Source: an optimization exercise on an open RTL-to-GDS flow (aim: small area, a short achievable clock period and few clock cycles). Production flows keep margins and buffers that such runs may drop.
Only simulation tests tie the RTL to the original design; equivalence was not proved.
No activity file was given, so power comes from the tool's default toggle rates.

run A:
## mx_chunk_rx
module mx_chunk_rx (
    input  wire       clk,
    input  wire       rst,
    input  wire       in_valid,
    output reg        in_ready,
    input  wire [7:0] in_data,
    input  wire       in_last,
    output reg        st_valid,
    output reg  [1:0] st_res,
    output reg  [2:0] st_cause,
    output reg        st_disc,
    output wire [7:0] st_msg_len,
    output wire       st_msg_bin,
    output wire       st_acc,
    output wire [7:0] st_rlen,
    output wire [4:0] st_exp_sn,
    output wire       st_frame_bin,
    output wire       m_valid,
    input  wire       m_ready,
    output wire [7:0] m_data,
    output wire       m_last
);
    localparam integer MAXF     = 160;
    localparam integer MTU      = 20;
    localparam integer QD       = 3;         
    localparam integer NR       = 20;        
    localparam [7:0]   SENT_ENC = 8'hFE;
    localparam [31:0]  FNV_OFFSET = 32'h811C9DC5;
    localparam [2:0] E_NONE     = 3'd0;
    localparam [2:0] E_DECODE   = 3'd1;
    localparam [2:0] E_INTEGRITY= 3'd2;
    localparam [2:0] E_NOFRAME  = 3'd3;
    localparam [2:0] E_GAP      = 3'd4;
    localparam [2:0] E_FIRST    = 3'd5;
    localparam [2:0] E_OVERFLOW = 3'd6;
    localparam [2:0] E_SIZE     = 3'd7;
    reg        r_acc;
    reg [7:0]  r_len;
    reg [4:0]  r_exp_sn;
    reg        r_fbin;
    assign st_acc       = r_acc;
    assign st_rlen      = r_len;
    assign st_exp_sn    = r_exp_sn;
    assign st_frame_bin = r_fbin;
    reg [7:0]  tail;         
    reg [7:0]  fend;         
    reg [7:0]  freec;        
    reg [7:0]  ra;           
    reg        rd_done;      
    reg [2:0]  ph;           
    reg [7:0]  stg [0:7];
  ...
Size: roughly 3600 cells after synthesis, ~1600 flip-flops, about 48000 sq um of cells after synthesis.
==> flow/config.mk <==
export PLATFORM = sky130hd
export DESIGN_NAME = mx_chunk_rx
export DESIGN_NICKNAME = mx_chunk_rx
export VERILOG_FILES = /design/flow/design.v
export SDC_FILE = /design/flow/constraint.sdc
export NUM_CORES = 4
export LEC_CHECK = 0
export CAP_MARGIN = 20
export CORE_MARGIN = 2
export CORE_UTILIZATION = 40
export CTS_CLUSTER_DIAMETER = 60
export CTS_CLUSTER_SIZE = 24
export SLEW_MARGIN = 20
==> flow/constraint.sdc <==
create_clock -name core_clock -period 10.0 [get_ports {clk}]
set_input_delay 2.0000 -clock core_clock [delete_from_list [all_inputs] [get_ports {clk}]]
set_output_delay 2.0000 -clock core_clock [all_outputs]
set_load 0.01 [all_outputs]
standard.sh (not shown) runs the stock make flow with config.mk's settings and CLKGATE_MAP_FILE= SYNTH_SCRIPT=/design/flow/synth_recipe.tcl, a recipe that flattens the netlist after the stock synthesis.
==> flow/flow/run.sh <==
#!/bin/bash
export SETUP_SLACK_MARGIN=6.5
bash standard.sh > standard.log 2>&1
Run A completed; timing, DRC and antenna clean
Testbench counts of run A, summed over its fixed seeds: cycles 30,639.
Input-level comparison between run B and run A:
==> flow/flow/run.sh <==
#!/bin/bash
export SETUP_SLACK_MARGIN=7
bash standard.sh > standard.log 2>&1
--- a/flow/config.mk
+++ b/flow/config.mk
@@ -10,4 +10,2 @@
 export CORE_UTILIZATION = 40
-export CTS_CLUSTER_DIAMETER = 60
-export CTS_CLUSTER_SIZE = 24
 export SLEW_MARGIN = 20
### Flow results
- Delta(final RePlAce weighted congestion, run B - run A) < 0
- Of run A and run B, the lower largest net degree at the start of global routing belongs to run B.
- STATUS first-pass GRT wire length: run B loses against run A
- Between run A and run B, the final setup skew is higher for run A.
Changes in run C relative to run B:
--- a/flow/config.mk
+++ b/flow/config.mk
@@ -9,3 +9,3 @@
 export CORE_MARGIN = 2
-export CORE_UTILIZATION = 40
+export CORE_UTILIZATION = 60
 export SLEW_MARGIN = 20
## What came out
- Delta (run C minus run B): count of cells along the worst register-to-register path went down, combinational group share of total power fell by 0.4 points, number of optimization iterations in the first detailed-route pass now smaller, worst hold slack grew by 0.012 ns, area added between synthesis and finish now smaller.
Relative to run C, the following input files were edited for run D:
==> flow/flow/run.sh <==
#!/bin/bash
export SETUP_SLACK_MARGIN=6.5
bash standard.sh > standard.log 2>&1
--- a/flow/config.mk
+++ b/flow/config.mk
@@ -9,3 +9,3 @@
 export CORE_MARGIN = 2
-export CORE_UTILIZATION = 60
+export CORE_UTILIZATION = 40
 export SLEW_MARGIN = 20
==> comparison <==
Run C -> run D: clock-buffer cell count increased by a few percent
Taking run C as the reference, in run D met2 usage in global routing shrank by 19 points, period utilization shrank by 0.85 points, number of buffers and inverters on the critical path grew by 1, critical path depth grew by 1.
Relative to run D, the following input files were edited for run E:
==> flow/flow/run.sh <==
#!/bin/bash
export SETUP_SLACK_MARGIN=6
bash standard.sh > standard.log 2>&1
==> comparison <==
Run E leaves less setup margin than run D. In run E, final critical-path required period is higher than in run D. Sequential portion of the cell area: run E vs run D up 0.45 points. A worst setup path startpoint of in_data[3] is what run E shows, while hl2s[2] belongs to run D. Taking run D as the reference point, the logic depth of the worst path, buffers included of run E falls by 5. Compared with run D, run E degrades overall power after layout. In the tables for run D and run E, highest clock frequency the design can meet reads higher with run D. Maximum resistive drop on vdd (run E / run D): 1.10. Final period utilization: lower on run D. When the final numbers for run D and run E were put side by side, the clock-cell share of area turned out to be smaller in run D.

what the ideal ports hide:
No port has a modelled driver above. Below, the same layouts with a new extraction and two added sets of constraints. Step 1, drivers: a clkbuf_16 drives clk and a buf_2 each remaining input, both assumed. Step 2 moves the port delays by t, midway between the first and last clock arrival at a register: inputs arrive t later, outputs are due t later. That takes back most of the time a late clock gives input paths. Slacks: no drivers / after step 1 / after step 2; pairs: no drivers / after step 1.
run	t, ns	setup slack, ns	worst register clock-pin slew, ns
run A	0.762	6.204 / 6.204 / 5.839	0.09 / 0.09
run B	0.801	6.201 / 6.201 / 6.074	0.07 / 0.07
run C	0.785	6.072 / 6.072 / 6.072	0.07 / 0.07
run D	0.792	6.156 / 6.156 / 5.809	0.07 / 0.07
run E	0.804	6.042 / 6.013 / 5.280	0.07 / 0.07
After both steps every run listed still meets setup and hold. The setup slack of run E, which loses most, moves by -0.029 ns with the drivers and by -0.762 ns with both steps.
